From an optimization exercise on the open Yosys and OpenROAD flow, aimed at small area, a short achievable clock period and few clock cycles per item; shortcuts taken in it are not production practice. At most, simulation tests tie the RTL to the original design; equivalence was not proved. No activity file was given, so power comes from the tool's default toggle rates.

old:
Design bigreg_muldiv, start of the top module:
module bigreg_muldiv (
    input  wire         clk,
    input  wire         rst,       
    input  wire         start,     
    input  wire         op,        
    input  wire [127:0] a,         
    input  wire [127:0] b,         
    output wire         ready,
    output reg          done,
    output wire [255:0] result
);
    localparam PH_NORM = 2'd0;
    localparam PH_SRT  = 2'd1;
    localparam PH_FIN  = 2'd2;
    reg         busy;
    reg         op_r;        
    reg [1:0]   ph;          
    reg [8:0]   cnt;
    reg [127:0] opnd;        
    reg [255:0] acc;
    reg [131:0] rem;         
    reg [2:0]   qreg;        
    assign ready  = !busy;
    assign result = acc;
    reg sel_neg, sel_s1, sel_s2;
    function [2:0] booth;            
        input x2, x1, x0;
        begin
            booth[2] = x2 & ~(x1 & x0);
            booth[1] = x1 ^ x0;
            booth[0] = (x2 & ~x1 & ~x0) | (~x2 & x1 & x0);
        end
    endfunction
    function [2:0] qds;              
        input [6:0] y;
        input [2:0] di;
        reg signed [6:0] ys, t2, t1, t0, tm1;
        reg g2, g1, g0, gm1;
        begin
            ys = y;
            case (di)
                3'd0: begin t2 = 7'sd13; t1 = 7'sd4; t0 = -7'sd5; tm1 = -7'sd13; end
                3'd1: begin t2 = 7'sd14; t1 = 7'sd5; t0 = -7'sd5; tm1 = -7'sd15; end
                3'd2: begin t2 = 7'sd16; t1 = 7'sd5; t0 = -7'sd5; tm1 = -7'sd16; end
                3'd3: begin t2 = 7'sd17; t1 = 7'sd6; t0 = -7'sd6; tm1 = -7'sd18; end
                3'd4: begin t2 = 7'sd19; t1 = 7'sd6; t0 = -7'sd6; tm1 = -7'sd19; end
                3'd5: begin t2 = 7'sd20; t1 = 7'sd7; t0 = -7'sd7; tm1 = -7'sd20; end
                3'd6: begin t2 = 7'sd22; t1 = 7'sd7; t0 = -7'sd7; tm1 = -7'sd22; end
  ...
Settings: LEC_CHECK=0, CAP_MARGIN=20, CORE_MARGIN=2, CORE_UTILIZATION=55, SETUP_SLACK_MARGIN=4.5, SLEW_MARGIN=20, TNS_END_PERCENT=10; clock period 10.0 ns.
run.sh (not shown) runs the stock make flow with config.mk's settings and CLKGATE_MAP_FILE= SYNTH_SCRIPT=/design/flow/synth_recipe.tcl, a recipe that flattens the netlist after the stock synthesis.
> inputs changed (old -> new)
# old
export LEC_CHECK = 0
export CAP_MARGIN = 20
export CORE_MARGIN = 2
export CORE_UTILIZATION = 55
export SETUP_SLACK_MARGIN = 4.5
export SLEW_MARGIN = 20
export TNS_END_PERCENT = 10
create_clock -name core_clock -period 10.0 [get_ports {clk}]
# new
export LEC_CHECK = 0
export CAP_MARGIN = 20
export CORE_MARGIN = 2
export CORE_UTILIZATION = 40
export SETUP_SLACK_MARGIN = 4
export SLEW_MARGIN = 20
create_clock -name core_clock -period 10.0 [get_ports {clk}]
--- outcome ---
Per the final summary, new finished and its layout is clean on timing, DRC and antenna. On power, old and new are basically level. NOTE: highest net fanout along the worst path in new exceeds that of old. Re number of standard cells after synthesis: no difference whatsoever between old and new. Taking old as the reference, in new register fraction of the total cell area was more or less identical, routed wire length went up by about 4.5%, actual transition at the worst max-transition pin went down by 8.1 ps, critical path arrival went up by 190 ps. Across both runs, share of the core filled with cells in the final layout was lower for new than for old. On met2 usage in global routing: between old and new, it ends up lower for new.
Function was not checked in any run of this note: the RTL went through the layout flow alone.

---

Setup of nickel:
bigreg_muldiv, a different RTL version from the one above (not shown whole).
Size in the first run: ~530 flip-flops, ~520 I/O pins, roughly 36000 sq um of cells after synthesis.
clock: 10.0 ns
lec_check: 0
cap_margin: 20
core_margin: 2
core_utilization: 40
setup_slack_margin: 4.5
slew_margin: 20
nickel has completed all stages; timing, DRC and antenna checks passed.
Testbench counts of nickel, summed over its fixed seeds: cycles 47,996, items 384.
#### Input delta (willow over nickel)
-- flow/config.mk --
<<< nickel, line 10
export CORE_UTILIZATION = 40
export SETUP_SLACK_MARGIN = 4.5
export SLEW_MARGIN = 20
>>> willow, line 10
export CORE_UTILIZATION = 40
export SLEW_MARGIN = 20
- willow ends up with a total power that is about 4% lower than in nickel.
- Going from nickel to willow, the placed wire-length estimate was found to have gone down by 0.65%.
- Per the comparison of willow with nickel, design internal power lost about 4%, count of non-CTS buffers in the layout lost 126, combinational share of power lost 1.3 points, proportion of cell area occupied by registers picked up an extra 1.8 points, global-route usage lost 1.3 points.
- When the final numbers for willow and nickel were put side by side, the wire length turned out to be greater in nickel.
- Measured against each other, willow and nickel differ in cell area after layout, the lower figure coming from willow.
- As far as total negative setup slack goes, willow and nickel are indistinguishable; the numbers are identical.

---

Setup of JK:
The RTL this note starts from:
==> flow/design.v <==
module bigreg_muldiv (
    input  wire         clk,
    input  wire         rst,       
    input  wire         start,     
    input  wire         op,        
    input  wire [127:0] a,         
    input  wire [127:0] b,         
    output wire         ready,
    output reg          done,
    output wire [255:0] result
);
    localparam PH_NORM = 2'd0;
    localparam PH_SRT  = 2'd1;
    localparam PH_FIN  = 2'd2;
    reg         busy;
    reg         op_r;        
    reg [1:0]   ph;          
    reg [8:0]   cnt;
    reg [127:0] opnd;        
    reg [255:0] acc;
    reg [131:0] rem;         
    reg [2:0]   qreg;        
    assign ready  = !busy;
    assign result = acc;
    wire cnt_is1 = (cnt == 9'd1);
    wire bx2 = acc[255];
    wire bx1 = acc[254];
    wire bx0 = acc[253] & ~cnt_is1;      
    wire m_neg = bx2 & ~(bx1 & bx0);
    wire m_s1  = bx1 ^ bx0;
    wire m_s2  = (bx2 & ~bx1 & ~bx0) | (~bx2 & bx1 & bx0);
    wire signed [6:0] ry = rem[131:125];
    reg  signed [6:0] th2, th1, th0, thm1;
    always @* begin
        case (opnd[126:124])
            3'd0: begin th2 = 7'sd13; th1 = 7'sd5;  th0 = -7'sd5;  thm1 = -7'sd13; end
            3'd1: begin th2 = 7'sd15; th1 = 7'sd6;  th0 = -7'sd6;  thm1 = -7'sd15; end
            3'd2: begin th2 = 7'sd16; th1 = 7'sd6;  th0 = -7'sd6;  thm1 = -7'sd16; end
            3'd3: begin th2 = 7'sd18; th1 = 7'sd7;  th0 = -7'sd7;  thm1 = -7'sd18; end
            3'd4: begin th2 = 7'sd20; th1 = 7'sd8;  th0 = -7'sd8;  thm1 = -7'sd20; end
            3'd5: begin th2 = 7'sd21; th1 = 7'sd8;  th0 = -7'sd8;  thm1 = -7'sd21; end
            3'd6: begin th2 = 7'sd23; th1 = 7'sd9;  th0 = -7'sd9;  thm1 = -7'sd23; end
            default: begin th2 = 7'sd25; th1 = 7'sd10; th0 = -7'sd10; thm1 = -7'sd25; end
        endcase
    end
    wire ge2  = (ry >= th2);
    wire ge1  = (ry >= th1);
    wire ge0  = (ry >= th0);
    wire gem1 = (ry >= thm1);
    wire d_pos = ge1;                    
    wire d_s2  = ge2 | ~gem1;
    wire d_s1  = (ge1 & ~ge2) | (gem1 & ~ge0);
    wire [2:0] qd = ge2 ? 3'b010 : ge1 ? 3'b001 : ge0 ? 3'b000 : gem1 ? 3'b111 : 3'b110;
    wire neg = op_r ? d_pos : m_neg;
    wire s1  = op_r ? d_s1  : m_s1;
    wire s2  = op_r ? d_s2  : m_s2;
    wire [128:0] mag = ({129{s1}} & {1'b0, opnd}) | ({129{s2}} & {opnd, 1'b0});
    wire [128:0] ax  = op_r ? rem[129:1] : {acc[126:0], 2'b00};
    wire [130:0] sum1 = {1'b0, ax, 1'b1} + {1'b0, mag ^ {129{neg}}, neg};
    wire [128:0] sm   = sum1[129:1];
    wire         cout = sum1[130];
    wire m_inc = cout & ~neg;            
    wire m_dec = ~cout & neg;
    wire bz   = ~|opnd;
    wire corr = (ph == PH_FIN) & (rem[131] | bz);
    wire [2:0] qa = qreg - {2'b00, corr};   
    wire bw = qa[2];
    wire [127:0] px [0:2];
    assign px[0] = ~{1'b0, acc[126:0]};
    assign px[1] = ~{1'b0, acc[253:127]};
    assign px[2] =  {1'b0, acc[253:127]};
    wire [127:0] pz [0:2];
    genvar j, pk, pm, pl;
    generate
        for (pk = 0; pk < 3; pk = pk + 1) begin : g_pf
            wire [127:0] r;
            wire [15:0]  bt;
            wire [15:0]  t0, t1, t2, t3, t4;
            for (pm = 0; pm < 16; pm = pm + 1) begin : g_blk
                assign r[8*pm] = 1'b1;
                for (pl = 1; pl < 8; pl = pl + 1) begin : g_r
                    assign r[8*pm+pl] = r[8*pm+pl-1] & px[pk][8*pm+pl-1];
                end
                assign bt[pm] = r[8*pm+7] & px[pk][8*pm+7];
            end
            assign t0 = bt;
            for (pm = 0; pm < 16; pm = pm + 1) begin : g_sk
                assign t1[pm] = ((pm / 1) % 2 == 1) ? (t0[pm] & t0[(pm / 1) * 1 - 1]) : t0[pm];
                assign t2[pm] = ((pm / 2) % 2 == 1) ? (t1[pm] & t1[(pm / 2) * 2 - 1]) : t1[pm];
                assign t3[pm] = ((pm / 4) % 2 == 1) ? (t2[pm] & t2[(pm / 4) * 4 - 1]) : t2[pm];
                assign t4[pm] = ((pm / 8) % 2 == 1) ? (t3[pm] & t3[(pm / 8) * 8 - 1]) : t3[pm];
            end
            for (pm = 0; pm < 128; pm = pm + 1) begin : g_out
                if (pm < 8) begin : g_first
                    assign pz[pk][pm] = r[pm];
                end else begin : g_rest
                    assign pz[pk][pm] = t4[pm / 8 - 1] & r[pm];
                end
            end
        end
    endgenerate
    wire [127:0] zl = pz[0];
    wire [127:0] zu = pz[1];
    wire [127:0] ou = pz[2];
    wire         zl_all = zl[127];
    wire up_dec = op_r ? (bw & zl_all) : m_dec;
    wire up_inc = ~op_r & m_inc;
    wire [255:0] stp;
    assign stp[1:0] = op_r ? qa[1:0] : sm[1:0];
    generate
        for (j = 0; j < 127; j = j + 1) begin : g_lo
            assign stp[j+2] = op_r ? (acc[j] ^ (bw & zl[j])) : sm[j+2];
        end
        for (j = 0; j < 127; j = j + 1) begin : g_hi
            assign stp[j+129] = acc[j+127] ^ ((up_dec & zu[j]) | (up_inc & ou[j]));
        end
    endgenerate
    wire top_same = (&acc[255:247]) | ~|acc[255:247];
    wire mskip = ~op_r & top_same & (cnt >= 9'd5);
    wire sb8 = ~|opnd[127:120];
    wire sb1 = ~sb8 & ~opnd[127];
    wire sa8 = ~|rem[127:120] & (cnt >= 9'd8);
    wire nshift = sb8 | sb1 | sa8;
    wire [8:0] cnt_norm = cnt + (sb8 ? 9'd8 : {8'd0, sb1}) - (sa8 ? 9'd8 : 9'd0);
    always @(posedge clk) begin
        if (rst) begin
            busy <= 1'b0;
            done <= 1'b0;
        end else begin
            done <= 1'b0;
            if (!busy) begin
                busy <= start;
            end else if (op_r ? (ph == PH_FIN) : (cnt == (mskip ? 9'd4 : 9'd1))) begin
                busy <= 1'b0;
                done <= 1'b1;
            end
        end
        if (!busy) begin
            op_r <= op;
            ph   <= PH_NORM;
            cnt  <= op ? 9'd128 : 9'd64;
            opnd <= b;
            acc  <= op ? 256'd0 : {a, b & {128{a[127]}}};
            rem  <= {4'd0, a};
            qreg <= 3'd0;
        end else begin
            acc <= mskip ? {acc[247:0], 8'd0} : stp;
            if (!op_r) begin
                cnt <= cnt - (mskip ? 9'd4 : 9'd1);
            end else begin
                case (ph)
                    PH_NORM: begin
                        if (bz) begin
                            ph <= PH_FIN;
                        end else if (nshift) begin
                            if (sb8) opnd <= {opnd[119:0], 8'd0};
                            else if (sb1) opnd <= {opnd[126:0], 1'b0};
                            if (sa8) rem <= {rem[123:0], 8'd0};
                            cnt <= cnt_norm;
                        end else begin
                            if (!cnt[0]) rem <= {rem[130:0], 1'b0};
                            cnt <= (cnt + 9'd1) >> 1;
                            ph  <= PH_SRT;
                        end
                    end
                    PH_SRT: begin
                        rem  <= {sm, rem[0], 2'b00};
                        qreg <= qd;
                        cnt  <= cnt - 9'd1;
                        if (cnt == 9'd0) ph <= PH_FIN;
                    end
                    default: ;
                endcase
            end
        end
    end
endmodule
Settings: LEC_CHECK=0, CAP_MARGIN=20, CORE_MARGIN=2, CORE_UTILIZATION=40, SLEW_MARGIN=20; clock period 10.0 ns.
In summary, JK completed successfully, with a layout that passed the timing, DRC and antenna checks.
Testbench counts of JK, summed over its fixed seeds: cycles 24,732, items 384.
The following lists how MS was set up differently from JK:
--- a/flow/config.mk
+++ b/flow/config.mk
@@ -10,2 +10,3 @@
 export CORE_UTILIZATION = 40
+export SETUP_SLACK_MARGIN = 3
 export SLEW_MARGIN = 20
### Flow results
Run comparison: MS capture point of the worst path rem[101]; JK capture point of the worst path rem[104]. JK → MS: final max-slew violation count held; critical path arrival shows a reduction of 1.72 ns; clock buffer count moved up. MS vs JK: power density normalized to cell area up in MS. The multi-input gate share of the layout cell area was comparable across JK and MS. Between JK and MS, the difference in die span in x is negligible. Diff JK -> MS | final area | up by a few percent. After detailed routing, JK needs less wire than MS. JK → MS: fmax higher; number of cells on the worst reg-to-reg path higher.

==> port drivers added, routing unchanged <==
How much do the figures lean on ideal ports? The routed layouts below were timed once more, with nothing changed but the port constraints. Step 1 sets driving cells, clkbuf_16 on the clock port and buf_2 on the other inputs (assumed; they add their load-dependent delay and slew). Step 2 adds t to the input delays and takes it off the output delays; t is the mean of the earliest and latest rising clock arrival at the registers after step 1. Input paths then give back, and output paths get back, about the clock's delay inside the block. Three values: ideal ports, drivers, drivers and shift; two values: the first two.
run | t, ns | slack for setup (ns) | latest minus earliest clock arrival (ns) | pins driven straight from the clock port
old | 0.722 | 4.043 / 4.043 / 4.043 | 0.029 / 0.029 | 1
new | 0.736 | 3.957 / 3.957 / 3.957 | 0.029 / 0.029 | 1
nickel | 0.688 | 3.300 / 3.300 / 3.300 | 0.029 / 0.029 | 1
willow | 0.701 | 1.067 / 1.067 / 1.067 | 0.025 / 0.026 | 1
JK | 0.740 | 1.310 / 1.310 / 1.310 | 0.035 / 0.035 | 1
MS | 0.741 | 3.129 / 3.129 / 3.129 | 0.036 / 0.036 | 1
After both steps every run listed still meets setup and hold.
